This is an optimization exercise on Yosys and OpenROAD, whose aim is small area, not a production implementation.
Only simulation tests tie the RTL to the original design; equivalence was not proved.
Power and IR drop assume default switching activity.

==> flow/design.v <==
module b62_core (
    input  wire         clk,
    input  wire         rst,       
    input  wire         start,     
    input  wire         dec,       
    input  wire [1:0]   sel,       
    input  wire [5:0]   len,       
    input  wire [343:0] din,
    output wire         ready,
    output reg          done,
    output wire [1:0]   err,       
    output wire [5:0]   err_idx,   
    output wire [5:0]   out_len,
    output wire [343:0] dout
);
    localparam ERR_NONE  = 2'd0;
    localparam ERR_ALPHA = 2'd1;
    localparam ERR_FRAME = 2'd2;
    localparam ERR_OVF   = 2'd3;
    function [7:0] alpha;
        input [1:0] s;
        input [5:0] d;
        reg       s1, t1, t2;
        reg [6:0] k;
        begin
            s1 = (s == 2'd1);
            t1 = s1 ? (d < 6'd26) : (d < 6'd10);
            t2 = s1 ? (d < 6'd52) : (d < 6'd36);
            case (s)
                2'd1:    k = t1 ? 7'h41 : t2 ? 7'h47 : 7'h7C;    
                2'd2:    k = t1 ? 7'h30 : t2 ? 7'h57 : 7'h1D;    
                default: k = t1 ? 7'h30 : t2 ? 7'h37 : 7'h3D;    
            endcase
            alpha = {1'b0, {1'b0, d} + k};
        end
    endfunction
    function [6:0] sym;
        input [1:0] s;
        input [7:0] c;
        reg       isdig, inlet, ok;
        reg [5:0] k;
        begin
            isdig = (c[7:4] == 4'b0011) && !(c[3] && (c[2] || c[1]));
            inlet = (c[4:0] != 5'd0) && !(c[4] && c[3] && (c[2] || (c[1] && c[0])));
            ok    = isdig || (c[7:6] == 2'b01 && inlet);
            if (!c[6])      k = (s == 2'd1) ? 6'd36 : 6'd48;                         
            else if (!c[5]) k = (s == 2'd0) ? 6'd9 : (s == 2'd1) ? 6'd63 : 6'd35;    
            else            k = (s == 2'd0) ? 6'd35 : (s == 2'd1) ? 6'd25 : 6'd9;    
            sym = {ok, {1'b0, c[4:0]} + k};
        end
    endfunction
    reg  [343:0] ring;        
    reg  [7:0]   x;           
    reg  [7:0]   r;           
    reg          busy;
    reg          dec_r;
    reg  [1:0]   sel_r;
    reg  [5:0]   len_r;
    reg  [5:0]   c;           
    reg  [5:0]   j;           
    reg          pre;         
    reg          post;        
    reg          clr;         
    reg          fin;         
    reg          after;       
    reg          nz;          
    reg  [1:0]   err_r;
    assign ready   = !busy;
    assign dout    = ring;
    assign err     = err_r;
    assign err_idx = (err_r == ERR_ALPHA) ? j : 6'd0;
    assign out_len = (err_r == ERR_NONE) ? j : 6'd0;
    wire [7:0] top   = ring[343:336];
    wire       div   = !pre && !post && !clr;
    wire       mark  = (c == (pre ? len_r : j));
    wire       m_ins = div && !after && mark;
    wire       m_dir = div && !after && !mark;
    wire       m_dly = div && after;
    reg        s_ok;
    reg  [6:0] s_k;
    always @* begin
        s_ok = ((x[7:4] == 4'b0011) && !(x[3] && (x[2] || x[1]))) ||
               (x[7:6] == 2'b01 && (x[4:0] != 5'd0) &&
                !(x[4] && x[3] && (x[2] || (x[1] && x[0]))));
        if (dec_r) begin
            if (!x[6])      s_k = (sel_r == 2'd1) ? 7'd36 : 7'd48;                         
            else if (!x[5]) s_k = (sel_r == 2'd0) ? 7'd9 : (sel_r == 2'd1) ? 7'd63 : 7'd35;    
            else            s_k = (sel_r == 2'd0) ? 7'd35 : (sel_r == 2'd1) ? 7'd25 : 7'd9;    
        end else begin
            case (sel_r)
                2'd1:    s_k = (x[5:0] < 6'd26) ? 7'h41 : (x[5:0] < 6'd52) ? 7'h47 : 7'h7C;
                2'd2:    s_k = (x[5:0] < 6'd10) ? 7'h30 : (x[5:0] < 6'd36) ? 7'h57 : 7'h1D;
                default: s_k = (x[5:0] < 6'd10) ? 7'h30 : (x[5:0] < 6'd36) ? 7'h37 : 7'h3D;
            endcase
        end
    end
    wire [6:0] s_sum = {1'b0, x[5] && !dec_r, x[4:0]} + s_k;
    wire       hit   = pre && dec_r && after && !s_ok;    
    wire       frame = (len_r == 6'd1) || (len_r[1:0] == 2'd0);
    wire [5:0] jn    = j + 6'd1;
    wire [5:0] lnx   = len_r - (dec_r ? ((len_r[1:0] == 2'd1) ? 6'd2 : 6'd1)
                                      : {5'd0, j[1:0] != 2'd0});
    wire       last  = dec_r ? (len_r == 6'd2) : (lnx == 6'd0 && jn[1:0] != 2'd0);
    wire [9:0]  u  = {r[5:0], 3'b000} + {2'b00, top};    
    wire [3:0]  ua = u[9:6];                              
    wire [6:0]  v  = {2'b00, ua, 1'b0} + {1'b0, u[5:0]};
    wire        ge = (v >= 7'd62);
    wire [5:0]  re = ge ? v[5:0] + 6'd2 : v[5:0];
    wire [7:0]  qe = {r[5:0], 2'b00} + {4'd0, ua} + {7'd0, ge};
    wire [13:0] td = {r, 6'd0} - {r, 1'b0} + {8'd0, top[5:0]};
    wire [7:0]  qd = {2'b00, td[13:8]};
    wire [7:0]  rd = td[7:0];
    wire [7:0] q  = dec_r ? qd : qe;
    wire [7:0] pv = !after ? 8'd0 : (dec_r || post) ? {1'b0, s_sum} : x;
    wire [7:0] y = ({8{pre || post}} & pv) | ({8{m_dir}} & q) | ({8{m_ins}} & r) |
                   ({8{m_dly}} & x);
    wire load = start && !busy;
    always @(posedge clk) begin
        ring <= {ring[335:0], y} | (din & {344{load}});
        x    <= top;
        if (rst) begin
            busy <= 1'b1;
            clr  <= 1'b1;
            pre  <= 1'b0;
            post <= 1'b0;
            fin  <= 1'b0;
            c    <= 6'd43;
            done <= 1'b0;
        end else begin
            done <= 1'b0;
            if (!busy) begin
                if (start) begin
                    busy    <= 1'b1;
                    dec_r   <= dec;
                    sel_r   <= sel;
                    len_r   <= len;
                    c       <= 6'd43;
                    j       <= 6'd0;
                    pre     <= 1'b1;
                    clr     <= 1'b0;
                    err_r   <= ERR_NONE;
                end
            end else begin
                c <= c - 6'd1;
                if (m_dir && qd != 8'd0) nz <= 1'b1;
                if (m_dir) r <= dec_r ? rd : {2'b00, re};
                if (m_ins || pre) r <= 8'd0;
                if (mark) after <= 1'b1;
                if (hit && err_r == ERR_NONE) err_r <= ERR_ALPHA;
                if (pre && dec_r && after && s_ok && err_r == ERR_NONE) j <= jn;
                if (c == 6'd0) begin
                    c     <= 6'd43;
                    nz    <= 1'b0;
                    after <= 1'b0;
                    pre   <= 1'b0;
                    post  <= 1'b0;
                    if (div) begin
                        j     <= jn;
                        len_r <= lnx;
                    end
                    if (clr) begin
                        busy <= 1'b0;
                        done <= fin;
                    end else if (pre) begin
                        if (err_r != ERR_NONE || hit) begin
                            clr <= 1'b1;
                            fin <= 1'b1;
                        end else if (dec_r && frame) begin
                            err_r <= ERR_FRAME;
                            clr   <= 1'b1;
                            fin   <= 1'b1;
                        end else begin
                            j <= 6'd0;
                        end
                    end else if (post || (last && dec_r)) begin
                        clr <= 1'b1;
                        if (nz) begin
                            err_r <= ERR_OVF;
                            fin   <= 1'b1;
                        end else begin
                            fin  <= 1'b0;
                            done <= 1'b1;
                        end
                    end else if (last) begin
                        post <= 1'b1;
                    end
                end
            end
        end
    end
endmodule
==> flow/flow/run.sh <==
#!/bin/bash
# The standard layout (standard.sh), with two changes to how it is made:
# ports are buffered with the smallest buffer instead of a delay buffer, and
# clock tree synthesis uses small clock buffers and no dummy loads.
set -euo pipefail
export BUFFER_PORTS_ARGS="-buffer_cell sky130_fd_sc_hd__buf_1"
export CTS_ARGS="-sink_clustering_enable -repair_clock_nets -dont_use_dummy_load -buf_list {sky130_fd_sc_hd__clkbuf_16} -sink_clustering_size 30 -sink_clustering_max_diameter 80"
bash standard.sh finish > standard.log 2>&1
==> flow/standard.sh <==
#!/bin/bash
# synth_recipe.tcl (not shown) runs the flow's synth.tcl, then flattens the netlist and writes it again
# the make line also repeats each setting of config.mk as NAME=value (left out here)
make -C /OpenROAD-flow-scripts/flow DESIGN_CONFIG=/design/flow/config.mk WORK_HOME=/design/flow/orfs CLKGATE_MAP_FILE= SYNTH_SCRIPT=/design/flow/synth_recipe.tcl "${@:-finish}"
==> flow/config.mk <==
export PLATFORM = sky130hd
export DESIGN_NAME = b62_core
export DESIGN_NICKNAME = b62_core
export VERILOG_FILES = /design/flow/design.v
export SDC_FILE = /design/flow/constraint.sdc
export NUM_CORES = 4
export LEC_CHECK = 0
export CAP_MARGIN = 20
export CORE_AREA = 4 4 211 211
export DIE_AREA = 0 0 215 215
export PLACE_DENSITY = 0.8
export SLEW_MARGIN = 20
==> flow/constraint.sdc <==
create_clock -name core_clock -period 5.5 [get_ports {clk}]
set_input_delay 1.1000 -clock core_clock [delete_from_list [all_inputs] [get_ports {clk}]]
set_output_delay 1.1000 -clock core_clock [all_outputs]
set_load 0.01 [all_outputs]
==> results.yml, run 1 <==
worst_setup_path:
  crit_type: "reg -> reg"
  crit_fanout: 6
  cpLargestDelayFamily: "adder cells"
  required_ns: 5.94
  reg2reg_slack_ns: 0.25
  start_kind: "register"
  path_buf_inv: 4
  rr_startpoint: "r[0]"
  slowest_delay_ns: 0.49
  worstPathCellList: "ha_1 -> inv_1 -> fa_1 -> nor2b_1 -> o21ai_0 -> nand2b_1 -> xor2_1 -> inv_1 -> fa_1 -> inv_1 -> ha_1 -> o21bai_1 -> a31oi_1 -> inv_1 -> ha_1 -> nor4bb_1 -> a211o_1 -> nor3_1 -> xor2_1 -> a21oi_1 -> a31o_2"
  crit_slowest_cell: "fa_1"
  crit_top_cell: "inv_1"
  reg2reg_depth: 21
  end_kind: "register"
  reg2reg_to: "ring[3]"
  critPathArrivalTime_ns: 5.69
hold_path:
  hold_class: "reg -> reg"
  whs_path_depth: 0
  hold_path_end: "x[5]"
  hp-start: "ring[341]"
synth:
  synthCells: 1268
  synth.avg_cell_area_um2: 11.2
  synth-main-ff-cell: "dfxtp_1"
  ys_seq_elements: 391
  synth_common_cells: "dfxtp_1 (364), a21o_1 (344), clkbuf_1 (49)"
  post-synth-top-area-cell: "dfxtp_1"
  synthArstFlopShare: 0
  synth.top_cell.area_share: 0.513
  synth.distinct_cells: 76
  synth_area_leaders: "dfxtp_1 (51%), a21o_1 (18%), edfxtp_1 (5.7%)"
  seq_area_frac_synth: 0.570
  synth_nets: 1667
  synth_most_common_cell: "dfxtp_1"
  yosys_warnings: 1
  syn_area_um2: 14200
  synth_edf_count: 27
run:
  cap_violations: 0
detailed_routing:
  drt_iter0_markers: 1305
  via_per_inst: 5.19
  postRouteAntennaNets: 0
  drc: 0
  dr.pass1.iters: 6
  route.vias.total: 13000
  post_drt_wl_per_cell_um: 23.6
  routed_wl_um: 58800
placement:
  pre_cts_slack_ns: 0.363
  placed_cell_area_um2: 17400
  routabilityCongestion: 1.01
  io_buffers: 715
  dpl.hpwl_um: 48800
power_and_ir_drop:
  irDropWorstVdd_mv: 0.286
  power_density_nw_per_um2: 260
  leakage_nw: 9.46
die:
  core_um2: 42100
  dieArea_um2: 46200
  die_x_um: 215
  boundaryPins: 716
  rows: 75
  die_h_um: 215
  start_util: 0.337
grt:
  grt-ovfl-total: 0
  grt_max_degree: 189
  first_global_vias: 13100
  grt_pass1_wl_um: 83500
  grt_antenna_before_repair: 7
  track_usage: 0.237
timing:
  min_period_ns: 5.25
  hold_violations: 0
  tns_ns: 0
  rsz0062_at_grt: "false"
  setup_viol: 0
  slew_violations: 0
  min_period_over_period: 0.955
  setup_ws_ns: 0.249
  fin_skew_ns: 0.101
  tightest_slew_ns: 1.07
  timing.hold.ws_ns: 0.385
  fmax_mhz: 190
  relSlewSlack: 0.287
cells_and_area:
  design_area_um2: 18000
  area_growth_pct: 26.4
  finalCoreUtilization: 0.426
  nFillCells: 4181
  multi_input_area_um2: 5740
  seqCellArea_um2: 8100
  drive_gt1_frac: 0.0282
  nNetsFinal: 2354
outcome:
  outcome: "timing/DRC/antenna clean"
clock_tree:
  clockBufferDepth: 3
  cts_setup_buffers: 0
  numCtsBuffers: 22
  htreeDepth: 1
  insertion_delay_ns: 0.58
  cts_root_buf: "clkbuf_16"
  clock-sinks: 391
  cts-resized-gates: 0
  clkTransAtPathRegs_ns: 0.09
  ctsHoldBuffers: 0
  tritoncts: "done"
==> sequential cells by signal (all words and copies together), names as in the netlist <==
register  cells
busy          1
post          1
r             8
done          1
pre           1
fin           1
c             6
j             6
after         1
x             8
sel_r         2
len_r         6
nz            1
dec_r         1
err_r         2
clr           1
ring        344
==> layout make-up <==
cell class,count,share of cell area
Multi-Input combinational cell,781,0.319
Antenna cell,6,0.000836
Timing Repair Buffer,719,0.152
Clock buffer,22,0.0306
Tap cell,539,0.0375
Inverter,40,0.00836
Sequential cell,391,0.451
==> layer usage <==
metal  GRT usage  vias up  wire length [um]
met5           0        -                34
met2       0.403      672             27900
met1       0.273     6250             21900
met3      0.0661      129              5410
met4       0.124        4              3580
li1            -     5901                 -
==> how the worst max path moves through the flow <==
stage	endpoint	slack [ns]	startpoint	cells after the start
2_1_floorplan	ring[3]	1.08	ring[339]	21
3_3_place_gp	ring[3]	0.48	r[0]	21
3_5_place_dp	ring[3]	0.36	r[0]	21
4_1_cts	ring[3]	0.36	r[0]	21
5_1_grt	ring[3]	0.06	r[0]	21
6_report	ring[3]	0.25	r[0]	21
==> logic make-up (layout without fill, tap and decap cells) <==
| group | count (synthesis) | count (layout) | share of synthesized area |
|---|---|---|---|
| buf+inv | 96 | 781 | 0.0269 |
| simple gates | 196 | 196 | 0.0744 |
| xor+xnor | 32 | 32 | 0.0197 |
| mux | 9 | 9 | 0.00634 |
| flops | 391 | 391 | 0.570 |
| other cells | 0 | 6 | 0 |
| compound gates | 500 | 500 | 0.262 |
| fa+ha+maj | 44 | 44 | 0.0407 |
==> placed cells by master, fill, tap and decap left out, types with 20 or more instances in the layout <==
cell and n:
a21o_1 344, a21oi_1 45, buf_1 715, clkbuf_16 22, dfxtp_1 364, edfxtp_1 27, ha_1 39, inv_1 38
nand2_1 35, nor2_1 48, nor3_1 20, xnor2_1 21
==> metrics by stage <==
stage               power [mW]  std cells
detailed placement        3.12       2470
global placement          3.12       2470
CTS                       4.71       2492
finish                    4.68       2498
floorplan                 3.00       1268
global route              4.84       2496
==> power breakdown <==
group	total (mW)	internal, mW	switching, mW
Combinational	0.179	0.0883	0.0904
Clock	1.62	0.713	0.903
Sequential	2.88	2.87	0.0134
Total	4.68	3.67	1.01
==> run 2: changes to the inputs <==
==> flow/flow/run.sh (replaced) <==
#!/bin/bash
# The standard layout (standard.sh), with two changes to how it is made:
# ports are buffered with the smallest buffer instead of a delay buffer, and
# clock tree synthesis uses small clock buffers and no dummy loads.
set -euo pipefail
export BUFFER_PORTS_ARGS="-buffer_cell sky130_fd_sc_hd__buf_1"
export CTS_ARGS="-sink_clustering_enable -repair_clock_nets -dont_use_dummy_load -buf_list {sky130_fd_sc_hd__clkbuf_16} -sink_clustering_size 22 -sink_clustering_max_diameter 60"
bash standard.sh finish > standard.log 2>&1
--- a/flow/config.mk
+++ b/flow/config.mk
@@ -9,4 +9,3 @@
 export CORE_AREA = 4 4 211 211
 export DIE_AREA = 0 0 215 215
-export PLACE_DENSITY = 0.8
 export SLEW_MARGIN = 20
==> run 2 against run 1 <==
Global-route usage rose by 0.29 points. Still clean on timing, DRC and antenna. Clock skew fell by 0.045 ns. Routed wire length fell by 0.43%. Setup slack improved by 0.091 ns.
==> results.yml, run 2 <==
synth:
  synth_most_common_cell: "dfxtp_1"
  synth_nets: 1667
  synth.top_cell.area_share: 0.513
  seq_area_frac_synth: 0.570
  synth.avg_cell_area_um2: 11.2
  synth_common_cells: "dfxtp_1 (364), a21o_1 (344), clkbuf_1 (49)"
  synthArstFlopShare: 0
  synth_edf_count: 27
  yosys_warnings: 1
  post-synth-top-area-cell: "dfxtp_1"
  syn_area_um2: 14200
  synth.distinct_cells: 76
  synthCells: 1268
  synth-main-ff-cell: "dfxtp_1"
  synth_area_leaders: "dfxtp_1 (51%), a21o_1 (18%), edfxtp_1 (5.7%)"
  ys_seq_elements: 391
grt:
  grt_max_degree: 178
  grt-ovfl-total: 0
  first_global_vias: 12900
  grt_antenna_before_repair: 11
  track_usage: 0.240
  grt_pass1_wl_um: 84300
cells_and_area:
  layout_commonest_cell: "buf_1"
  nNetsFinal: 2368
  reg.largest.list: "ring: 344 flops, r: 8 flops, x: 8 flops"
  mostFrequentLayoutCells: "buf_1 (715), dfxtp_1 (364), a21o_1 (344)"
  area_growth_pct: 29.0
  drive_gt1_frac: 0.0376
  largest_register_ffs: 344
  finalCoreUtilization: 0.435
  regMostFlops: "ring"
timing:
  rsz0062_at_grt: "false"
  tightest_slew_ns: 0.879
  min_period_over_period: 0.938
  fin_skew_ns: 0.0556
  setup_viol: 0
  min_period_ns: 5.16
  tns_ns: 0
  hold_violations: 0
  slew_violations: 0
  setup_ws_ns: 0.340
  relSlewSlack: 0.414
  fmax_mhz: 194
die:
  die_x_um: 215
  rows: 75
  start_util: 0.337
  dieArea_um2: 46200
  die_h_um: 215
  boundaryPins: 716
  core_um2: 42100
worst_setup_path:
  worstPathCellList: "ha_1 -> inv_1 -> fa_1 -> nor2b_1 -> o21ai_0 -> nand2b_1 -> xor2_2 -> inv_1 -> fa_1 -> inv_1 -> ha_1 -> o21bai_1 -> a31oi_1 -> inv_1 -> ha_1 -> ha_1 -> a21o_1 -> a21oi_1 -> xnor2_1 -> o221ai_1 -> a221o_1"
  reg2reg_slack_ns: 0.34
  slowest_delay_ns: 0.49
  crit_type: "reg -> reg"
  rr_startpoint: "r[0]"
  path_buf_inv: 4
  required_ns: 5.91
  end_kind: "register"
  reg2reg_to: "ring[4]"
  critPathArrivalTime_ns: 5.57
  crit_slowest_cell: "fa_1"
  start_kind: "register"
  reg2reg_depth: 21
  crit_fanout: 6
  cpLargestDelayFamily: "adder cells"
detailed_routing:
  route.vias.total: 12800
  post_drt_wl_per_cell_um: 23.4
  dr.pass1.iters: 6
  via_per_inst: 5.09
  wl_met3_um: 4690
  postRouteAntennaNets: 0
  drt_iter0_markers: 998
  met2WireLength_um: 29200
  dr.max_layer_used: "met5"
  drt-met1-wl_um: 23200
  routed_wl_um: 58600
  drc: 0
power_and_ir_drop:
  irDropWorstVdd_mv: 0.247
  comb_power_share: 0.033
  power.internal_mw: 4.11
  p_clk_frac: 0.415
  p_sw_frac: 0.214
  leakage_nw: 9.64
  p_seq_frac: 0.552
  power_density_nw_per_um2: 285
  power.switching_mw: 1.12
clock_tree:
  cts-resized-gates: 0
  cts_setup_buffers: 0
  numCtsBuffers: 36
  clock-sinks: 391
  htreeDepth: 2
  insertion_delay_ns: 0.56
  clkTransAtPathRegs_ns: 0.06
  ctsHoldBuffers: 0
  cts_root_buf: "clkbuf_16"
  tritoncts: "done"
  clockBufferDepth: 3
placement:
  routabilityCongestion: 0.966
  io_buffers: 715
  pre_cts_slack_ns: 0.271
  dpl.hpwl_um: 47900
outcome:
  outcome: "timing/DRC/antenna clean"
hold_path:
  hold_class: "reg -> reg"
  whs_path_depth: 0
  hold_path_end: "x[7]"
  hp-start: "ring[343]"
run:
  cap_violations: 0
[run 2: cell counts after synthesis]
Identical to the previous run, type by type.
[run 2: final cells by class]
class | count | area (um^2)
timing repair buffer | 719 | 2740
tap | 539 | 674
sequential | 391 | 8100
multi-input combinational | 781 | 5770
antenna | 2 | 5.00
fill | 4211 | 23800
inverter | 40 | 150
clock buffer | 36 | 901
[run 2: logic make-up after synthesis]
| logic type | after synthesis | share of synthesized area |
|---|---|---|
| AOI/OAI and AO/OA | 500 | 0.262 |
| xor gates and xnor gates | 32 | 0.0197 |
| adders and majority gates | 44 | 0.0407 |
| buffers and inverters | 96 | 0.0269 |
| DFF | 391 | 0.570 |
| muxes | 9 | 0.00634 |
| and+or+nand+nor | 196 | 0.0744 |
[run 2: stage by stage]
| step | power, mW | instances | cell area (um^2) | hold slack [ns] |
|---|---|---|---|---|
| 2_1_floorplan | 3.00 | 1268 | 14200 | 0.360 |
| 3_3_place_gp | 3.12 | 2470 | 17400 | 0.370 |
| 3_5_place_dp | 3.12 | 2470 | 17400 | 0.387 |
| 4_1_cts | 5.28 | 2506 | 18300 | 0.376 |
| 5_1_grt | 5.41 | 2508 | 18300 | 0.380 |
| 6_report | 5.23 | 2508 | 18300 | 0.374 |
[run 2: metal layers]
layer	track usage	vias to the layer above
li1	-	5937
met1	0.287	6186
met2	0.420	537
met3	0.0723	98
met4	0.0659	18
met5	0	-
[run 2: power groups by stage]
| stage | logic, mW | clock network, mW | registers (mW) |
|---|---|---|---|
| detailed placement | 0.172 | 0 | 2.95 |
| floorplan | 0.0551 | 0 | 2.94 |
| finish | 0.175 | 2.17 | 2.88 |
| global route | 0.194 | 2.33 | 2.88 |
| CTS | 0.174 | 2.23 | 2.88 |
| global placement | 0.170 | 0 | 2.95 |
[run 2: worst max-delay path by stage]
stage / from / end / slack (ns) / cells after the start
after floorplan: ring[339] / ring[3] / 1.08 / 21
after global placement: r[0] / ring[3] / 0.30 / 21
after detailed placement: r[0] / ring[3] / 0.27 / 21
after CTS: r[0] / ring[3] / 0.25 / 21
after global routing: r[0] / ring[4] / 0.002 / 21
final: r[0] / ring[4] / 0.34 / 21
[run 2: worst reg2reg max path: stages (launching register included)]
cell	delay, ns
edfxtp_1	0.45
ha_1	0.21
inv_1	0.06
fa_1	0.40
nor2b_1	0.25
o21ai_0	0.12
nand2b_1	0.15
xor2_2	0.27
inv_1	0.09
fa_1	0.49
inv_1	0.07
ha_1	0.26
o21bai_1	0.20
a31oi_1	0.31
inv_1	0.12
ha_1	0.28
ha_1	0.25
a21o_1	0.18
a21oi_1	0.22
xnor2_1	0.17
o221ai_1	0.15
a221o_1	0.35
==> run 3: changes to the inputs <==
==> flow/flow/run.sh (replaced) <==
#!/bin/bash
# The standard layout (standard.sh), with two changes to how it is made:
# ports are buffered with the smallest buffer instead of a delay buffer, and
# clock tree synthesis uses small clock buffers and no dummy loads.
set -euo pipefail
export BUFFER_PORTS_ARGS="-buffer_cell sky130_fd_sc_hd__buf_1"
export CTS_ARGS="-sink_clustering_enable -repair_clock_nets -dont_use_dummy_load -buf_list {sky130_fd_sc_hd__clkbuf_8} -sink_clustering_size 14 -sink_clustering_max_diameter 70"
bash standard.sh finish > standard.log 2>&1
--- a/flow/config.mk
+++ b/flow/config.mk
@@ -9,3 +9,4 @@
 export CORE_AREA = 4 4 211 211
 export DIE_AREA = 0 0 215 215
+export PLACE_DENSITY = 0.8
 export SLEW_MARGIN = 20
==> run 3 against run 2 <==
Still clean. Combinational power grew 2%. Count of clock-buffer cells in the layout rose by 2. Non-clock buffer count is the same. Global-route usage about the same. Critical endpoint is now ring[3]. First-iteration DRC count increased by 19%. Flip-flop and latch count unchanged. Total power down 12%. Fmax down 0.86%. Clock power down 29%. Critical path type unchanged. Sequential power hardly changed.
==> results.yml, run 3 <==
placement:
  dpl.hpwl_um: 48800
  placed_cell_area_um2: 17400
  io_buffers: 715
  routabilityCongestion: 1.01
timing:
  rsz0062_at_grt: "false"
  min_period_over_period: 0.946
  tightest_slew_ns: 1.04
  fmax_mhz: 192
  slew_violations: 0
  setup_viol: 0
  hold_violations: 0
  tns_ns: 0
  fin_skew_ns: 0.0791
  min_period_ns: 5.20
  relSlewSlack: 0.303
detailed_routing:
  route.vias.total: 13100
  post_drt_wl_per_cell_um: 23.6
  drt_iter0_markers: 1190
  wl_met3_um: 5260
  via_per_inst: 5.19
  routed_wl_um: 59400
  dr.pass1.iters: 7
  postRouteAntennaNets: 0
  drt-met1-wl_um: 22400
  dr.max_layer_used: "met5"
  drc: 0
  met2WireLength_um: 27800
grt:
  grt_antenna_before_repair: 8
  first_global_vias: 13300
  grt_pass1_wl_um: 84000
  grt_max_degree: 189
  grt-ovfl-total: 0
  track_usage: 0.240
synth:
  ys_seq_elements: 391
  synth_nets: 1667
  seq_area_frac_synth: 0.570
  synth_most_common_cell: "dfxtp_1"
  synth-main-ff-cell: "dfxtp_1"
  synth.avg_cell_area_um2: 11.2
  yosys_warnings: 1
  syn_area_um2: 14200
  synthArstFlopShare: 0
  synth.top_cell.area_share: 0.513
  synthCells: 1268
  post-synth-top-area-cell: "dfxtp_1"
  synth.distinct_cells: 76
  synth_edf_count: 27
  synth_area_leaders: "dfxtp_1 (51%), a21o_1 (18%), edfxtp_1 (5.7%)"
  synth_common_cells: "dfxtp_1 (364), a21o_1 (344), clkbuf_1 (49)"
die:
  die_x_um: 215
  core_um2: 42100
  dieArea_um2: 46200
  start_util: 0.337
  die_h_um: 215
  rows: 75
  boundaryPins: 716
cells_and_area:
  area_growth_pct: 26.2
  nNetsFinal: 2370
  mostFrequentLayoutCells: "buf_1 (715), dfxtp_1 (364), a21o_1 (344)"
  reg.largest.list: "ring: 344 flops, r: 8 flops, x: 8 flops"
  finalCoreUtilization: 0.426
  drive_gt1_frac: 0.0361
  largest_register_ffs: 344
  design_area_um2: 17900
  layout_commonest_cell: "buf_1"
  regMostFlops: "ring"
clock_tree:
  htreeDepth: 2
  cts_setup_buffers: 0
  insertion_delay_ns: 0.60
  clock-sinks: 391
  cts_root_buf: "clkbuf_8"
  clkTransAtPathRegs_ns: 0.09
  ctsHoldBuffers: 0
  tritoncts: "done"
  cts-resized-gates: 0
  clockBufferDepth: 3
  numCtsBuffers: 38
power_and_ir_drop:
  power_density_nw_per_um2: 257
  leakage_nw: 9.46
  irDropWorstVdd_mv: 0.247
worst_setup_path:
  crit_type: "reg -> reg"
  start_kind: "register"
  required_ns: 6.01
  crit_fanout: 6
  critPathArrivalTime_ns: 5.71
  end_kind: "register"
outcome:
  outcome: "timing/DRC/antenna clean"
hold_path:
  hold_class: "reg -> reg"
run:
  cap_violations: 0
-- run 3: cell counts after synthesis --
No cell type changed its count.
-- run 3: logic make-up after synthesis --
group,share of synthesized area
xor gates and xnor gates,0.0197
DFF,0.570
muxes,0.00634
buffers and inverters,0.0269
and+or+nand+nor,0.0744
adders and majority gates,0.0407
AOI/OAI and AO/OA,0.262
-- run 3: routing by layer --
| layer | up-vias | GRT usage |
|---|---|---|
| li1 | 5938 | - |
| met1 | 6317 | 0.271 |
| met2 | 659 | 0.399 |
| met4 | 4 | 0.148 |
| met3 | 145 | 0.0727 |
| met5 | - | 0 |
-- run 3: area by class of cell --
cell class,count,area (um^2)
diodes,7,17.5
clock buffers,38,523
fillers,4182,24200
inverters,40,150
multi-input cells,781,5740
flip-flops and latches,391,8100
well taps,539,674
repair buffers,719,2740
-- run 3: worst paths after layout --
path                            startpoint       to  slack [ns]  depth (start not counted)
worst max-delay path                  r[0]  ring[3]        0.30                         21
worst min-delay path             ring[342]     x[6]        0.39                          0
worst max register to register        r[0]  ring[3]        0.30                         21
worst min register to register   ring[342]     x[6]        0.39                          0
-- run 3: worst max-delay path, stage by stage (launching register included) --
cell and delay [ns]:
edfxtp_1 0.45, ha_1 0.22, inv_1 0.06, fa_1 0.40, nor2b_1 0.21, o21ai_0 0.11
nand2b_1 0.13, xor2_1 0.30, inv_1 0.10, fa_1 0.49, inv_1 0.07, ha_1 0.27
o21bai_1 0.21, a31oi_1 0.32, inv_1 0.09, ha_1 0.27, nor4bb_1 0.17, a211o_1 0.32
nor3_1 0.38, xor2_1 0.22, a21oi_1 0.09, a31o_2 0.27
-- run 3: power by group --
group | internal [mW] | switching (mW) | total [mW]
clock | 0.617 | 0.933 | 1.55
combinational | 0.0882 | 0.0908 | 0.179
sequential | 2.87 | 0.0136 | 2.88
total | 3.57 | 1.04 | 4.61
-- run 3: metrics by stage --
stage / cells / worst slack, ns / hold WS, ns / total power [mW]
2_1_floorplan: 1268 / 1.08 / 0.360 / 3.00
3_3_place_gp: 2470 / 0.480 / 0.363 / 3.12
3_5_place_dp: 2470 / 0.363 / 0.381 / 3.12
4_1_cts: 2508 / 0.418 / 0.392 / 4.65
5_1_grt: 2513 / 0.122 / 0.397 / 4.78
6_report: 2515 / 0.296 / 0.389 / 4.61
==> run 4: changes to the inputs <==
--- a/flow/config.mk
+++ b/flow/config.mk
@@ -9,4 +9,3 @@
 export CORE_AREA = 4 4 211 211
 export DIE_AREA = 0 0 215 215
-export PLACE_DENSITY = 0.8
 export SLEW_MARGIN = 20
==> run 4 against run 3 <==
Flip-flop and latch count unchanged. Cell count down 0.24%. Via count down 2.4%. Total power up 0.24%. Global-route usage down 0.19 points. Still clean on timing, DRC and antenna. Utilization about the same. Synthesized cell count unchanged. Sequential share of layout area about the same. Fmax up 1.8%.
==> results.yml, run 4 <==
placement:
  placed_cell_area_um2: 17400
  routabilityCongestion: 0.966
  dpl.hpwl_um: 47900
  io_buffers: 715
grt:
  first_global_vias: 12800
  track_usage: 0.238
  grt_pass1_wl_um: 83800
  grt_antenna_before_repair: 9
  grt_max_degree: 178
  grt-ovfl-total: 0
synth:
  synth_edf_count: 27
  synth.top_cell.area_share: 0.513
  synth_nets: 1667
  yosys_warnings: 1
  synth_common_cells: "dfxtp_1 (364), a21o_1 (344), clkbuf_1 (49)"
  synth.avg_cell_area_um2: 11.2
  post-synth-top-area-cell: "dfxtp_1"
  synth_area_leaders: "dfxtp_1 (51%), a21o_1 (18%), edfxtp_1 (5.7%)"
  ys_seq_elements: 391
  seq_area_frac_synth: 0.570
  synthCells: 1268
  syn_area_um2: 14200
  synthArstFlopShare: 0
  synth_most_common_cell: "dfxtp_1"
  synth.distinct_cells: 76
  synth-main-ff-cell: "dfxtp_1"
detailed_routing:
  postRouteAntennaNets: 0
  drc: 0
  drt_iter0_markers: 1161
  route.vias.total: 12700
  routed_wl_um: 58400
  post_drt_wl_per_cell_um: 23.3
  dr.pass1.iters: 5
  via_per_inst: 5.08
clock_tree:
  cts_root_buf: "clkbuf_8"
  ctsHoldBuffers: 0
  htreeDepth: 2
  clkTransAtPathRegs_ns: 0.09
  numCtsBuffers: 38
  clock-sinks: 391
  clockBufferDepth: 3
  cts_setup_buffers: 0
  insertion_delay_ns: 0.61
  tritoncts: "done"
  cts-resized-gates: 0
cells_and_area:
  mostFrequentLayoutCells: "buf_1 (715), dfxtp_1 (364), a21o_1 (344)"
  design_area_um2: 18000
  reg.largest.list: "ring: 344 flops, r: 8 flops, x: 8 flops"
  drive_gt1_frac: 0.0386
  area_growth_pct: 26.4
  regMostFlops: "ring"
  layout_commonest_cell: "buf_1"
  largest_register_ffs: 344
  nNetsFinal: 2370
  nFillCells: 4247
die:
  rows: 75
  start_util: 0.337
  die_x_um: 215
  die_h_um: 215
  boundaryPins: 716
  dieArea_um2: 46200
  core_um2: 42100
worst_setup_path:
  start_kind: "register"
  rr_startpoint: "r[0]"
  crit_start: "r[0]"
  crit_fanout: 6
  critPathArrivalTime_ns: 5.60
  end_kind: "register"
  required_ns: 5.99
  crit_type: "reg -> reg"
outcome:
  outcome: "timing/DRC/antenna clean"
timing:
  fmax_mhz: 196
  rsz0062_at_grt: "false"
  fin_skew_ns: 0.0585
  setup_viol: 0
  min_period_ns: 5.11
  hold_violations: 0
  relSlewSlack: 0.432
  tns_ns: 0
  slew_violations: 0
  tightest_slew_ns: 0.851
  timing.hold.ws_ns: 0.389
  min_period_over_period: 0.929
power_and_ir_drop:
  leakage_nw: 9.47
  irDropWorstVdd_mv: 0.195
  power_density_nw_per_um2: 257
hold_path:
  hp-start: "ring[109]"
  hold_class: "reg -> reg"
run:
  cap_violations: 0
-- run 4: routing by layer --
layer	part of all wire	vias to the layer above	GRT usage
met1	0.40	6170	0.286
met3	0.085	82	0.0730
met5	0.0020	-	0
met4	0.021	18	0.0580
met2	0.50	549	0.419
li1	-	5926	-
-- run 4: where the power goes --
group          total [mW]  switching (mW)  internal (mW)
registers            2.88          0.0136           2.87
clock network        1.57           0.946          0.619
logic               0.175          0.0868         0.0882
-- run 4: path summary, 6_finish.rpt --
check | end | slack (ns) | cells past startpoint
worst min-delay path | ring[117] | 0.39 | 1
worst max-delay path | ring[4] | 0.39 | 21
worst min register to register | ring[117] | 0.39 | 1
worst max register to register | ring[4] | 0.39 | 21
-- run 4: cells by family after synthesis --
logic type,synth area share
buf+inv,0.0269
xor+xnor,0.0197
fa+ha+maj,0.0407
simple gates,0.0744
compound gates,0.262
mux,0.00634
flops,0.570
-- run 4: layout make-up --
type	count	area, um^2	area share
antenna	1	2.50	0.000139
clock buffer	38	523	0.0291
inverter	40	150	0.00836
multi-input combinational	781	5770	0.321
sequential	391	8100	0.451
tap	539	674	0.0376
timing repair buffer	719	2740	0.153
-- run 4: per-stage QoR --
stage          worst slack [ns]  instances  power (mW)  utilization
2_1_floorplan              1.08       1268        3.00            -
3_3_place_gp              0.300       2470        3.12        0.413
3_5_place_dp              0.271       2470        3.12        0.413
4_1_cts                   0.283       2508        4.68        0.425
5_1_grt                  0.0360       2508        4.80        0.426
6_report                  0.390       2509        4.62        0.426
-- run 4: critical path, cell delays in order, from the launching register on --
cell and delay, ns:
edfxtp_1 0.45, ha_1 0.21, inv_1 0.05, fa_1 0.40, nor2b_1 0.24, o21ai_0 0.12, nand2b_1 0.15, xor2_2 0.25
inv_1 0.08, fa_1 0.49, inv_1 0.07, ha_1 0.27, o21bai_1 0.20, a31oi_1 0.32, inv_1 0.12, ha_1 0.28
ha_1 0.25, a21o_1 0.18, a21oi_1 0.22, xnor2_1 0.16, o221ai_1 0.15, a221o_1 0.35
==> run 5: changes to the inputs <==
--- a/flow/design.v
+++ b/flow/design.v
@@ -144,6 +144,5 @@
                 c <= c - 6'd1;
                 if (m_dir && qd != 8'd0) nz <= 1'b1;
-                if (m_dir) r <= dec_r ? rd : {2'b00, re};
-                if (m_ins || pre) r <= 8'd0;
+                r <= (pre || c == 6'd0) ? 8'd0 : dec_r ? rd : {2'b00, re};
                 if (mark) after <= 1'b1;
                 if (hit && err_r == ERR_NONE) err_r <= ERR_ALPHA;
==> run 5 against run 4 <==
Still clean on timing, DRC and antenna. Global-route usage rose by 4.9 points. Setup slack improved by 0.16 ns. Cell area decreased by 0.51%. Area after synthesis down 0.42%. Count of clock-buffer cells in the layout is the same.
==> results.yml, run 5 <==
cells_and_area:
  reg.largest.list: "ring: 344 flops, r: 8 flops, x: 8 flops"
  seqCellArea_um2: 8100
  nNetsFinal: 2367
  layout_commonest_cell: "buf_1"
  mostFrequentLayoutCells: "buf_1 (715), dfxtp_1 (364), a21o_1 (342)"
  finalCoreUtilization: 0.424
  nFillCells: 4317
  area_growth_pct: 26.3
  drive_gt1_frac: 0.0356
  regMostFlops: "ring"
  multi_input_area_um2: 5680
  largest_register_ffs: 344
die:
  core_um2: 42100
  die_h_um: 215
  boundaryPins: 716
  start_util: 0.336
  rows: 75
  die_x_um: 215
  dieArea_um2: 46200
timing:
  rsz0062_at_grt: "false"
  fmax_mhz: 202
  min_period_over_period: 0.900
  tightest_slew_ns: 1.13
  setup_viol: 0
  slew_violations: 0
  tns_ns: 0
  relSlewSlack: 0.245
  min_period_ns: 4.95
  hold_violations: 0
  fin_skew_ns: 0.0514
synth:
  synth.avg_cell_area_um2: 11.2
  yosys_warnings: 1
  synth_common_cells: "dfxtp_1 (364), a21o_1 (342), nor2_1 (52)"
  syn_area_um2: 14200
  post-synth-top-area-cell: "dfxtp_1"
  synthCells: 1264
  synthArstFlopShare: 0
  synth_nets: 1663
  synth-main-ff-cell: "dfxtp_1"
  synth_area_leaders: "dfxtp_1 (51%), a21o_1 (18%), edfxtp_1 (5.7%)"
  seq_area_frac_synth: 0.572
  synth.top_cell.area_share: 0.515
  synth_most_common_cell: "dfxtp_1"
  synth.distinct_cells: 83
  ys_seq_elements: 391
  synth_edf_count: 27
power_and_ir_drop:
  leakage_nw: 9.42
  power_density_nw_per_um2: 277
  irDropWorstVdd_mv: 0.237
clock_tree:
  cts-resized-gates: 0
  cts_setup_buffers: 0
  ctsHoldBuffers: 0
  cts_root_buf: "clkbuf_8"
  htreeDepth: 2
  numCtsBuffers: 38
  clock-sinks: 391
  insertion_delay_ns: 0.62
  clkTransAtPathRegs_ns: 0.09
  tritoncts: "done"
  clockBufferDepth: 3
worst_setup_path:
  worstPathCellList: "ha_1 -> fa_1 -> a21o_1 -> a21oi_1 -> xnor2_1 -> fa_1 -> ha_1 -> o22a_1 -> a21o_1 -> ha_1 -> and4b_1 -> a211oi_1 -> a21boi_0 -> o2111ai_1 -> xnor2_1 -> o21ai_0"
  end_kind: "register"
  slowest_delay_ns: 0.55
  crit_slowest_cell: "fa_1"
  crit_top_cell: "ha_1"
  start_kind: "register"
  crit_fanout: 6
  critPathArrivalTime_ns: 5.38
  crit_type: "reg -> reg"
  required_ns: 5.93
detailed_routing:
  drc: 0
  route.vias.total: 13000
  post_drt_wl_per_cell_um: 27.9
  postRouteAntennaNets: 0
  routed_wl_um: 70000
  drt_iter0_markers: 1042
  dr.pass1.iters: 5
  via_per_inst: 5.19
placement:
  dpl.hpwl_um: 58800
  routabilityCongestion: 0.998
  io_buffers: 715
grt:
  grt-ovfl-total: 0
  grt_antenna_before_repair: 21
  grt_max_degree: 197
  track_usage: 0.287
  first_global_vias: 12900
  grt_pass1_wl_um: 96200
hold_path:
  hold_class: "reg -> reg"
run:
  cap_violations: 0
outcome:
  outcome: "timing/DRC/antenna clean"
## run 5: cells by family (layout without fill, tap and decap cells)
group | Yosys count | count (layout) | synth area share
fa+ha+maj | 43 | 43 | 0.0401
xor+xnor | 36 | 36 | 0.0223
buf+inv | 91 | 793 | 0.0269
flops | 391 | 391 | 0.572
simple gates | 192 | 192 | 0.0720
compound gates | 499 | 499 | 0.258
mux | 12 | 12 | 0.00875
other cells | 0 | 7 | 0
## run 5: cell type report
type                    instances  area share
flip-flops and latches        391       0.453
multi-input cells             782       0.318
repair buffers                722       0.154
well taps                     539      0.0377
clock buffers                  38      0.0293
inverters                      33     0.00693
diodes                          7    0.000980
## run 5: worst max-delay path: cells and delay by family, from the launching register on
family,cells,cell delay (ns)
flops,1,0.51
fa+ha+maj,5,1.77
xor+xnor,2,0.40
compound gates,8,1.90
simple gates,1,0.21
## run 5: layer usage
layer | vias to the layer above | routed length [um] | share of wire | GRT usage
met3 | 113 | 6320 | 0.090 | 0.0992
met5 | - | 184 | 0.0026 | 0
met4 | 28 | 2000 | 0.029 | 0.0807
met2 | 577 | 34400 | 0.49 | 0.500
met1 | 6384 | 27100 | 0.39 | 0.336
li1 | 5923 | - | - | -
## run 5: worst paths after layout
path,from,end,slack [ns],cells past startpoint
setup / recovery,r[0],ring[7],0.55,16
hold / removal,ring[342],x[6],0.37,0
setup reg to reg,r[0],ring[7],0.55,16
hold reg to reg,ring[342],x[6],0.37,0
## run 5: stage by stage
stage          worst slack (ns)  power (mW)  instances  hold slack, ns  instance area (um^2)
2_1_floorplan              1.19        3.21       1264           0.360                 14200
3_3_place_gp              0.699        3.40       2467           0.367                 17300
3_5_place_dp              0.607        3.40       2467           0.367                 17300
4_1_cts                   0.573        4.99       2505           0.382                 17800
5_1_grt                   0.159        5.15       2508           0.390                 17900
6_report                  0.549        4.94       2512           0.374                 17900
## run 5: power breakdown
part / internal, mW / total [mW] / switching [mW]
logic: 0.191 / 0.426 / 0.235
registers: 2.88 / 2.92 / 0.0383
clock network: 0.619 / 1.60 / 0.979
==> run 6: changes to the inputs <==
--- a/flow/design.v
+++ b/flow/design.v
@@ -119,4 +119,5 @@
         ring <= {ring[335:0], y} | (din & {344{load}});
         x    <= top;
+        r    <= (pre || c == 6'd0) ? 8'd0 : dec_r ? rd : {2'b00, re};
         if (rst) begin
             busy <= 1'b1;
@@ -144,5 +145,4 @@
                 c <= c - 6'd1;
                 if (m_dir && qd != 8'd0) nz <= 1'b1;
-                r <= (pre || c == 6'd0) ? 8'd0 : dec_r ? rd : {2'b00, re};
                 if (mark) after <= 1'b1;
                 if (hit && err_r == ERR_NONE) err_r <= ERR_ALPHA;
==> run 6 against run 5 <==
Still clean on timing, DRC and antenna. Clock power barely moved. Utilization decreased by 0.15 points. Fmax grew 0.66%. Critical endpoint is now ring[4]. Largest power group unchanged.
==> results.yml, run 6 <==
outcome:
  outcome: "timing/DRC/antenna clean"
timing:
  slew_violations: 0
  min_period_ns: 4.92
  relSlewSlack: 0.278
  min_period_over_period: 0.894
  hold_violations: 0
  rsz0062_at_grt: "false"
  setup_viol: 0
  tightest_slew_ns: 1.08
  tns_ns: 0
  setup_ws_ns: 0.581
  fin_skew_ns: 0.0505
  fmax_mhz: 203
worst_setup_path:
  start_kind: "register"
  crit_path_end: "ring[4]"
  end_kind: "register"
  crit_start: "r[0]"
  slowest_delay_ns: 0.48
  required_ns: 5.95
  critPathArrivalTime_ns: 5.37
  reg2reg_slack_ns: 0.58
  rr_startpoint: "r[0]"
  reg2reg_to: "ring[4]"
  crit_type: "reg -> reg"
  reg2reg_depth: 18
  crit_fanout: 6
  crit_slowest_cell: "fa_1"
  worstPathCellList: "ha_1 -> fa_1 -> a21o_1 -> a21oi_1 -> xnor2_1 -> fa_1 -> xnor2_1 -> a31oi_1 -> nand3_1 -> o21ai_0 -> ha_1 -> ha_1 -> a21o_1 -> a21oi_1 -> xnor2_1 -> o21ai_0 -> o311a_1 -> a221o_1"
detailed_routing:
  via_per_inst: 5.14
  drt_iter0_markers: 1287
  postRouteAntennaNets: 0
  routed_wl_um: 66600
  dr.pass1.iters: 5
  drc: 0
  post_drt_wl_per_cell_um: 26.5
  route.vias.total: 12900
placement:
  io_buffers: 715
  routabilityCongestion: 0.969
  placed_cell_area_um2: 17300
  dpl.hpwl_um: 55700
  pre_cts_slack_ns: 0.753
synth:
  synthCells: 1268
  synth.top_cell.area_share: 0.528
  syn_area_um2: 14100
  post-synth-top-area-cell: "dfxtp_1"
  synth.avg_cell_area_um2: 11.1
  synth.distinct_cells: 80
  synth_most_common_cell: "dfxtp_1"
  synth_common_cells: "dfxtp_1 (372), a21o_1 (345), nor2_1 (50)"
  seq_area_frac_synth: 0.569
  ys_seq_elements: 391
  synthArstFlopShare: 0
  synth_nets: 1667
  synth-main-ff-cell: "dfxtp_1"
  synth_edf_count: 19
  yosys_warnings: 1
  synth_area_leaders: "dfxtp_1 (53%), a21o_1 (18%), edfxtp_1 (4.0%)"
grt:
  grt-ovfl-total: 0
  grt_antenna_before_repair: 26
  grtUsageMet1: 0.344
  track_usage: 0.272
  met3_usage: 0.0969
  grt_max_degree: 173
  grt_pass1_wl_um: 91300
  busiest_layer: "met2"
  first_global_vias: 12400
  use_met2: 0.445
die:
  rows: 75
  start_util: 0.334
  boundaryPins: 716
  die_x_um: 215
  dieArea_um2: 46200
  die_h_um: 215
  core_um2: 42100
cells_and_area:
  regMostFlops: "ring"
  nNetsFinal: 2367
  reg.largest.list: "ring: 344 flops, r: 8 flops, x: 8 flops"
  design_area_um2: 17800
  drive_gt1_frac: 0.0331
  largest_register_ffs: 344
  finalCoreUtilization: 0.423
  area_growth_pct: 26.3
  nFillCells: 4326
  layout_commonest_cell: "buf_1"
  mostFrequentLayoutCells: "buf_1 (715), dfxtp_1 (372), a21o_1 (345)"
clock_tree:
  cts_setup_buffers: 0
  cts-resized-gates: 0
  insertion_delay_ns: 0.59
  clkTransAtPathRegs_ns: 0.10
  htreeDepth: 2
  cts_root_buf: "clkbuf_8"
  numCtsBuffers: 38
  tritoncts: "done"
  ctsHoldBuffers: 0
  clockBufferDepth: 3
  clock-sinks: 391
power_and_ir_drop:
  irDropWorstVdd_mv: 0.207
  power_density_nw_per_um2: 301
  leakage_nw: 9.44
run:
  cap_violations: 0
hold_path:
  hold_class: "reg -> reg"
  hp-start: "ring[342]"
==> run 6: cell count changes after synthesis, moves of 4 or more <==
| cell | change |
|---|---|
| xnor2_1 | -5 |
| o31ai_1 | +4 |
| inv_1 | +5 |
| a211oi_1 | -6 |
| nand2_1 | -8 |
| nand2b_1 | -4 |
| nand3_1 | +6 |
| dfxtp_1 | +8 |
| edfxtp_1 | -8 |
| xor2_1 | +5 |
| o211ai_1 | +4 |
==> run 6: kinds of logic (layout without fill, tap and decap cells) <==
logic type               count (synthesis)  count (layout)  share of synthesized area
AO/OA/AOI/OAI                          511             511                      0.265
flip-flops                             391             391                      0.569
AND/OR/NAND/NOR                        183             183                     0.0685
buffers and inverters                   94             792                     0.0270
adder cells (fa/ha/maj)                 43              43                     0.0403
XOR/XNOR                                37              37                     0.0235
multiplexers                             9               9                    0.00648
other                                    0               8                          0
==> run 6: layer usage <==
layer  part of all wire  vias to the layer above  wire length, um
li1                   -                     5954                -
met2               0.47                      583            31200
met4              0.024                       34             1600
met5             0.0036                        -              237
met1               0.41                     6244            27100
met3              0.097                       98             6450
==> run 6: layout make-up <==
class	instances	area, um^2	area share
clock buffers	38	523	0.0294
multi-input cells	783	5710	0.321
inverters	35	131	0.00738
repair buffers	719	2730	0.153
diodes	8	20.0	0.00112
flip-flops and latches	391	8020	0.450
well taps	539	674	0.0379
==> run 6: report_power, final <==
group          total [mW]  switching, mW  internal, mW
Sequential           2.98         0.0904          2.89
Combinational       0.783          0.442         0.341
Clock                1.59          0.974         0.619
Total                5.35           1.51          3.85
==> run 6: worst min path at each step <==
| stage | endpoint | slack (ns) | cells past startpoint |
|---|---|---|---|
| 6_report | x[6] | 0.38 | 0 |
| 5_1_grt | x[6] | 0.40 | 0 |
| 4_1_cts | x[6] | 0.39 | 0 |
| 3_5_place_dp | x[6] | 0.37 | 0 |
| 3_3_place_gp | x[6] | 0.37 | 0 |
| 2_1_floorplan | x[0] | 0.35 | 0 |
==> run 6: metrics by stage <==
step / hold slack [ns] / instances / total power, mW
5_1_grt: 0.400 / 2506 / 5.58
6_report: 0.384 / 2513 / 5.35
3_5_place_dp: 0.373 / 2467 / 3.80
4_1_cts: 0.387 / 2505 / 5.39
2_1_floorplan: 0.351 / 1268 / 3.53
3_3_place_gp: 0.373 / 2467 / 3.79
==> run 6: worst max-delay path, delay by kind of cell (launching register included) <==
kind | cells | cell delay [ns]
AO/OA/AOI/OAI | 9 | 1.63
XOR/XNOR | 3 | 0.78
adder cells (fa/ha/maj) | 5 | 1.76
flip-flops | 1 | 0.40
AND/OR/NAND/NOR | 1 | 0.21
==> run 7: changes to the inputs <==
--- a/flow/design.v
+++ b/flow/design.v
@@ -56,5 +56,5 @@
     reg          dec_r;
     reg  [1:0]   sel_r;
-    reg  [5:0]   len_r;
+    reg  [5:0]   len_r;       
     reg  [5:0]   c;           
     reg  [5:0]   j;           
@@ -69,9 +69,9 @@
     assign dout    = ring;
     assign err     = err_r;
-    assign err_idx = (err_r == ERR_ALPHA) ? j : 6'd0;
+    assign err_idx = (err_r == ERR_ALPHA) ? len_r : 6'd0;
     assign out_len = (err_r == ERR_NONE) ? j : 6'd0;
     wire [7:0] top   = ring[343:336];
     wire       div   = !pre && !post && !clr;
-    wire       mark  = (c == (pre ? len_r : j));
+    wire       mark  = (c == j);
     wire       m_ins = div && !after && mark;
     wire       m_dir = div && !after && !mark;
@@ -97,5 +97,5 @@
     wire [6:0] s_sum = {1'b0, x[5] && !dec_r, x[4:0]} + s_k;
     wire       hit   = pre && dec_r && after && !s_ok;    
-    wire       frame = (len_r == 6'd1) || (len_r[1:0] == 2'd0);
+    wire       frame = (j == 6'd1) || (j[1:0] == 2'd0);       
     wire [5:0] jn    = j + 6'd1;
     wire [5:0] lnx   = len_r - (dec_r ? ((len_r[1:0] == 2'd1) ? 6'd2 : 6'd1)
@@ -135,7 +135,7 @@
                     dec_r   <= dec;
                     sel_r   <= sel;
-                    len_r   <= len;
+                    len_r   <= 6'd0;
                     c       <= 6'd43;
-                    j       <= 6'd0;
+                    j       <= len;
                     pre     <= 1'b1;
                     clr     <= 1'b0;
@@ -147,5 +147,5 @@
                 if (mark) after <= 1'b1;
                 if (hit && err_r == ERR_NONE) err_r <= ERR_ALPHA;
-                if (pre && dec_r && after && s_ok && err_r == ERR_NONE) j <= jn;
+                if (pre && after && (s_ok || !dec_r) && err_r == ERR_NONE) len_r <= len_r + 6'd1;
                 if (c == 6'd0) begin
                     c     <= 6'd43;
==> run 7 against run 6 <==
Count of clock-buffer cells in the layout shrank 1. Clock power is essentially flat. Worst hold slack gained 0.0078 ns. Via count grew 0.99%. Critical path depth shrank 1. Utilization shrank 0.062 points. Cell area shrank 0.15%. Setup slack gained 0.22 ns. Largest cell class unchanged. Largest power group unchanged.
==> results.yml, run 7 <==
die:
  rows: 75
  boundaryPins: 716
  core_um2: 42100
  dieArea_um2: 46200
  die_x_um: 215
  start_util: 0.334
  die_h_um: 215
outcome:
  outcome: "timing/DRC/antenna clean"
grt:
  first_global_vias: 12800
  track_usage: 0.300
  grt_pass1_wl_um: 99000
  grt-ovfl-total: 0
  grt_max_degree: 178
  grt_antenna_before_repair: 21
clock_tree:
  cts-resized-gates: 0
  cts_setup_buffers: 0
  clkTransAtPathRegs_ns: 0.09
  clockBufferDepth: 3
  ctsHoldBuffers: 0
  htreeDepth: 2
  tritoncts: "done"
  cts_root_buf: "clkbuf_8"
  clock-sinks: 391
  numCtsBuffers: 37
  insertion_delay_ns: 0.63
timing:
  rsz0062_at_grt: "false"
  fmax_mhz: 213
  tightest_slew_ns: 0.881
  min_period_ns: 4.70
  relSlewSlack: 0.413
  tns_ns: 0
  hold_violations: 0
  fin_skew_ns: 0.0750
  min_period_over_period: 0.855
  setup_viol: 0
  slew_violations: 0
worst_setup_path:
  rr_startpoint: "r[0]"
  required_ns: 5.92
  reg2reg_to: "ring[6]"
  reg2reg_depth: 17
  critPathArrivalTime_ns: 5.12
  reg2reg_slack_ns: 0.80
  crit_fanout: 6
  end_kind: "register"
  crit_type: "reg -> reg"
  start_kind: "register"
synth:
  synthArstFlopShare: 0
  yosys_warnings: 1
  synth_common_cells: "dfxtp_1 (372), a21o_1 (346), clkbuf_1 (50)"
  synth_area_leaders: "dfxtp_1 (53%), a21o_1 (18%), edfxtp_1 (4.1%)"
  synth_edf_count: 19
  synth.top_cell.area_share: 0.529
  synth.distinct_cells: 73
  synth-main-ff-cell: "dfxtp_1"
  synth_most_common_cell: "dfxtp_1"
  synthCells: 1258
  syn_area_um2: 14100
  synth_nets: 1661
  seq_area_frac_synth: 0.570
  synth.avg_cell_area_um2: 11.2
  ys_seq_elements: 391
  post-synth-top-area-cell: "dfxtp_1"
detailed_routing:
  drt_iter0_markers: 1334
  via_per_inst: 5.21
  dr.pass1.iters: 5
  drc: 0
  route.vias.total: 13000
  post_drt_wl_per_cell_um: 29.3
  routed_wl_um: 73200
  postRouteAntennaNets: 0
cells_and_area:
  design_area_um2: 17800
  nFillCells: 4293
  reg.largest.list: "ring: 344 flops, r: 8 flops, x: 8 flops"
  drive_gt1_frac: 0.0286
  finalCoreUtilization: 0.422
  area_growth_pct: 26.3
  layout_commonest_cell: "buf_1"
  regMostFlops: "ring"
  largest_register_ffs: 344
  nNetsFinal: 2362
  stdcell_count: 2503
  mostFrequentLayoutCells: "buf_1 (715), dfxtp_1 (372), a21o_1 (346)"
power_and_ir_drop:
  p_total_mw: 5.28
  irDropWorstVdd_mv: 0.204
  leakage_nw: 9.50
  power_density_nw_per_um2: 297
placement:
  placed_cell_area_um2: 17300
  dpl.hpwl_um: 61800
  io_buffers: 715
  post-place-cells: 2459
  routabilityCongestion: 1.02
hold_path:
  whs_path_depth: 0
  hp-start: "ring[343]"
  hold_path_end: "x[7]"
  hold_class: "reg -> reg"
run:
  cap_violations: 0
run 7: worst max-delay path by stage:
stage                         start  endpoint  cells after the start
final                          r[0]   ring[6]                     17
after floorplan           ring[339]   ring[4]                     17
after CTS                      r[0]   ring[6]                     17
after detailed placement       r[0]   ring[4]                     17
after global placement         r[0]   ring[4]                     17
after global routing           r[0]   ring[6]                     17
run 7: kinds of logic (layout without fill, tap and decap cells):
| kind of cell | Yosys count | count (layout) | share of synthesized area |
|---|---|---|---|
| compound gates | 493 | 493 | 0.259 |
| flops | 391 | 391 | 0.570 |
| other cells | 0 | 7 | 0 |
| buf+inv | 94 | 793 | 0.0269 |
| fa+ha+maj | 49 | 49 | 0.0453 |
| simple gates | 180 | 180 | 0.0666 |
| xor+xnor | 43 | 43 | 0.0268 |
| mux | 8 | 8 | 0.00569 |
run 7: per-layer routing:
layer	wire, um	track usage	up-vias
met3	7000	0.102	95
met5	135	0	-
met1	28400	0.361	6414
li1	-	-	5857
met4	2110	0.0898	20
met2	35600	0.512	655
run 7: area by class of cell:
| type | instances | area, um^2 | share of cell area |
|---|---|---|---|
| multi-input combinational | 773 | 5680 | 0.320 |
| clock buffer | 37 | 509 | 0.0286 |
| timing repair buffer | 718 | 2730 | 0.154 |
| inverter | 38 | 143 | 0.00802 |
| antenna | 7 | 17.5 | 0.000985 |
| tap | 539 | 674 | 0.0379 |
| sequential | 391 | 8020 | 0.451 |
run 7: through the flow:
| stage | hold WS, ns | worst slack, ns |
|---|---|---|
| floorplan | 0.360 | 1.36 |
| global placement | 0.366 | 0.950 |
| detailed placement | 0.378 | 0.886 |
| CTS | 0.391 | 0.831 |
| global route | 0.400 | 0.477 |
| finish | 0.392 | 0.796 |
run 7: critical path, cell delays in order, from the launching register on:
cell and delay, ns:
dfxtp_1 0.39, ha_1 0.24, fa_1 0.42, a21o_1 0.19, a21oi_1 0.22, xnor2_1 0.23, fa_1 0.55, ha_1 0.28
o21a_1 0.22, a31oi_1 0.41, inv_1 0.10, ha_1 0.26, ha_1 0.25, a21o_1 0.17, a21oi_1 0.22, nor3_1 0.09
xnor2_1 0.17, o221ai_1 0.13
run 7: report_power, final:
| part | total (mW) | switching [mW] | internal (mW) |
|---|---|---|---|
| registers | 2.95 | 0.0671 | 2.88 |
| logic | 0.753 | 0.438 | 0.315 |
| clock network | 1.58 | 0.974 | 0.603 |
| total | 5.28 | 1.48 | 3.80 |
==> run 8: changes to the inputs <==
==> flow/flow/run.sh (replaced) <==
#!/bin/bash
# The standard layout (standard.sh), with two changes to how it is made:
# ports are buffered with the smallest buffer instead of a delay buffer, and
# clock tree synthesis uses small clock buffers and no dummy loads.
set -euo pipefail
export BUFFER_PORTS_ARGS="-buffer_cell sky130_fd_sc_hd__buf_1"
export CTS_ARGS="-sink_clustering_enable -repair_clock_nets -dont_use_dummy_load -buf_list {sky130_fd_sc_hd__clkbuf_8} -sink_clustering_size 16 -sink_clustering_max_diameter 70"
bash standard.sh finish > standard.log 2>&1
==> run 8 against run 7 <==
Fmax rose by 0.57%. Flip-flop and latch count did not move. Non-clock buffer count did not move. Largest power group unchanged. Clock power barely moved. Cell count barely moved. First-iteration DRC count fell by 1.2%. Routed wire length fell by 0.29%. Area after synthesis did not move. Combinational power fell by 0.7%. Sequential share of layout area barely moved. Count of clock-buffer cells in the layout fell by 1.
==> results.yml, run 8 <==
outcome:
  outcome: "timing/DRC/antenna clean"
worst_setup_path:
  required_ns: 5.90
  critPathArrivalTime_ns: 5.08
  end_kind: "register"
  crit_type: "reg -> reg"
  start_kind: "register"
  crit_fanout: 6
synth:
  synth_area_leaders: "dfxtp_1 (53%), a21o_1 (18%), edfxtp_1 (4.1%)"
  seq_area_frac_synth: 0.570
  ys_seq_elements: 391
  syn_area_um2: 14100
  synthCells: 1258
  yosys_warnings: 1
  synth_common_cells: "dfxtp_1 (372), a21o_1 (346), clkbuf_1 (50)"
  synth_most_common_cell: "dfxtp_1"
  synth-main-ff-cell: "dfxtp_1"
  synth.top_cell.area_share: 0.529
  synthArstFlopShare: 0
  post-synth-top-area-cell: "dfxtp_1"
  synth.avg_cell_area_um2: 11.2
  synth_nets: 1661
  synth_edf_count: 19
  synth.distinct_cells: 73
timing:
  hold_violations: 0
  min_period_ns: 4.68
  tightest_slew_ns: 0.877
  fin_skew_ns: 0.0788
  min_period_over_period: 0.850
  fmax_mhz: 214
  rsz0062_at_grt: "false"
  tns_ns: 0
  setup_viol: 0
  slew_violations: 0
  relSlewSlack: 0.416
clock_tree:
  cts_setup_buffers: 0
  clock-sinks: 391
  htreeDepth: 2
  clkTransAtPathRegs_ns: 0.10
  insertion_delay_ns: 0.62
  numCtsBuffers: 36
  ctsHoldBuffers: 0
  clockBufferDepth: 3
  cts_root_buf: "clkbuf_8"
  tritoncts: "done"
  cts-resized-gates: 0
power_and_ir_drop:
  power_density_nw_per_um2: 296
  p_sw_frac: 0.279
  comb_power_share: 0.142
  p_seq_frac: 0.562
  p_clk_frac: 0.296
  power.switching_mw: 1.46
  leakage_nw: 9.49
  irDropWorstVdd_mv: 0.175
  power.internal_mw: 3.79
cells_and_area:
  drive_gt1_frac: 0.0281
  nFillCells: 4284
  regMostFlops: "ring"
  layout_commonest_cell: "buf_1"
  area_growth_pct: 26.3
  largest_register_ffs: 344
  finalCoreUtilization: 0.422
  nNetsFinal: 2361
  reg.largest.list: "ring: 344 flops, r: 8 flops, x: 8 flops"
  mostFrequentLayoutCells: "buf_1 (715), dfxtp_1 (372), a21o_1 (346)"
grt:
  grt_pass1_wl_um: 98700
  track_usage: 0.300
  grt_antenna_before_repair: 20
  grt_max_degree: 178
  first_global_vias: 12800
  grt-ovfl-total: 0
detailed_routing:
  drt_iter0_markers: 1318
  dr.pass1.iters: 5
  post_drt_wl_per_cell_um: 29.2
  postRouteAntennaNets: 0
  routed_wl_um: 73000
  drc: 0
  via_per_inst: 5.20
  route.vias.total: 13000
die:
  start_util: 0.334
  boundaryPins: 716
  core_um2: 42100
  die_h_um: 215
  die_x_um: 215
  dieArea_um2: 46200
  rows: 75
run:
  cap_violations: 0
placement:
  dpl.hpwl_um: 61800
  routabilityCongestion: 1.02
  io_buffers: 715
hold_path:
  hold_class: "reg -> reg"
run 8: area by class of cell:
cell class / instances / area, um^2 / area share
antenna: 10 / 25.0 / 0.00141
clock buffer: 36 / 495 / 0.0279
inverter: 38 / 143 / 0.00803
multi-input combinational: 773 / 5680 / 0.320
sequential: 391 / 8020 / 0.451
tap: 539 / 674 / 0.0379
timing repair buffer: 718 / 2730 / 0.154
run 8: power by group through the flow:
stage / logic (mW) / registers (mW) / clock network, mW
final: 0.748 / 2.95 / 1.55
after global routing: 0.820 / 2.96 / 1.71
after CTS: 0.739 / 2.95 / 1.60
after detailed placement: 0.733 / 3.02 / 0
after global placement: 0.732 / 3.01 / 0
after floorplan: 0.483 / 2.99 / 0
run 8: path summary, 6_finish.rpt:
kind                            startpoint  depth (start not counted)         to  slack (ns)
worst max-delay path                  r[0]                         17    ring[6]        0.82
worst min register to register   ring[120]                          1  ring[128]        0.38
worst min-delay path             ring[120]                          1  ring[128]        0.38
worst max register to register        r[0]                         17    ring[6]        0.82
run 8: worst max-delay path: stages, from the launching register on:
cell and delay, ns:
dfxtp_1 0.39, ha_1 0.24, fa_1 0.42, a21o_1 0.19, a21oi_1 0.22, xnor2_1 0.23
fa_1 0.54, ha_1 0.28, o21a_1 0.22, a31oi_1 0.40, inv_1 0.09, ha_1 0.25
ha_1 0.25, a21o_1 0.16, a21oi_1 0.22, nor3_1 0.09, xnor2_1 0.17, o221ai_1 0.13
run 8: metal layers:
metal | global-route usage | vias to the layer above | wire [um]
li1 | - | 5867 | -
met1 | 0.362 | 6413 | 28500
met2 | 0.504 | 641 | 35100
met3 | 0.108 | 94 | 6980
met4 | 0.0865 | 18 | 2360
met5 | 0 | - | 116
run 8: cells by family after synthesis:
| family | Yosys count | share of synthesized area |
|---|---|---|
| AO/OA/AOI/OAI | 493 | 0.259 |
| flip-flops | 391 | 0.570 |
| AND/OR/NAND/NOR | 180 | 0.0666 |
| buffers and inverters | 94 | 0.0269 |
| adder cells (fa/ha/maj) | 49 | 0.0453 |
| XOR/XNOR | 43 | 0.0268 |
| multiplexers | 8 | 0.00569 |
run 8: per-stage QoR:
step           hold slack [ns]  area, um^2  total power [mW]  std cells  setup slack [ns]
2_1_floorplan            0.360       14100              3.47       1258              1.36
3_3_place_gp             0.366       17300              3.75       2459             0.950
3_5_place_dp             0.378       17300              3.75       2459             0.886
4_1_cts                  0.386       17700              5.29       2495             0.841
5_1_grt                  0.401       17800              5.49       2497             0.486
6_report                 0.377       17800              5.25       2505             0.823

[static timing again, ports no longer ideal]
The results above use ideal ports. As a check the final layouts listed here were re-extracted and re-timed, cells and wires unchanged.
Step 1 assumes that a clkbuf_16 drives the clock port and a buf_2 every other input.
Step 2 times the ports against the registers' clock, not the clock port: input delays grow and output delays shrink by t, the midpoint of the rising clock arrivals with the driver on.
Slacks: ideal / step 1 / step 2; pairs: ideal / step 1.
run	t (ns)	setup WS [ns]	hold slack, ns
run 1	0.573	0.249 / 0.249 / 0.249	0.385 / 0.385 / 0.385
run 2	0.597	0.340 / 0.340 / 0.340	0.374 / 0.374 / 0.374
run 3	0.611	0.296 / 0.296 / 0.296	0.389 / 0.389 / 0.389
run 4	0.626	0.390 / 0.390 / 0.390	0.389 / 0.389 / 0.389
run 5	0.647	0.549 / 0.549 / 0.549	0.374 / 0.374 / 0.374
run 6	0.633	0.581 / 0.581 / 0.581	0.384 / 0.384 / 0.384
run 7	0.641	0.796 / 0.796 / 0.796	0.392 / 0.392 / 0.392
run 8	0.629	0.823 / 0.823 / 0.823	0.377 / 0.377 / 0.377
After both steps every run listed still meets setup and hold.
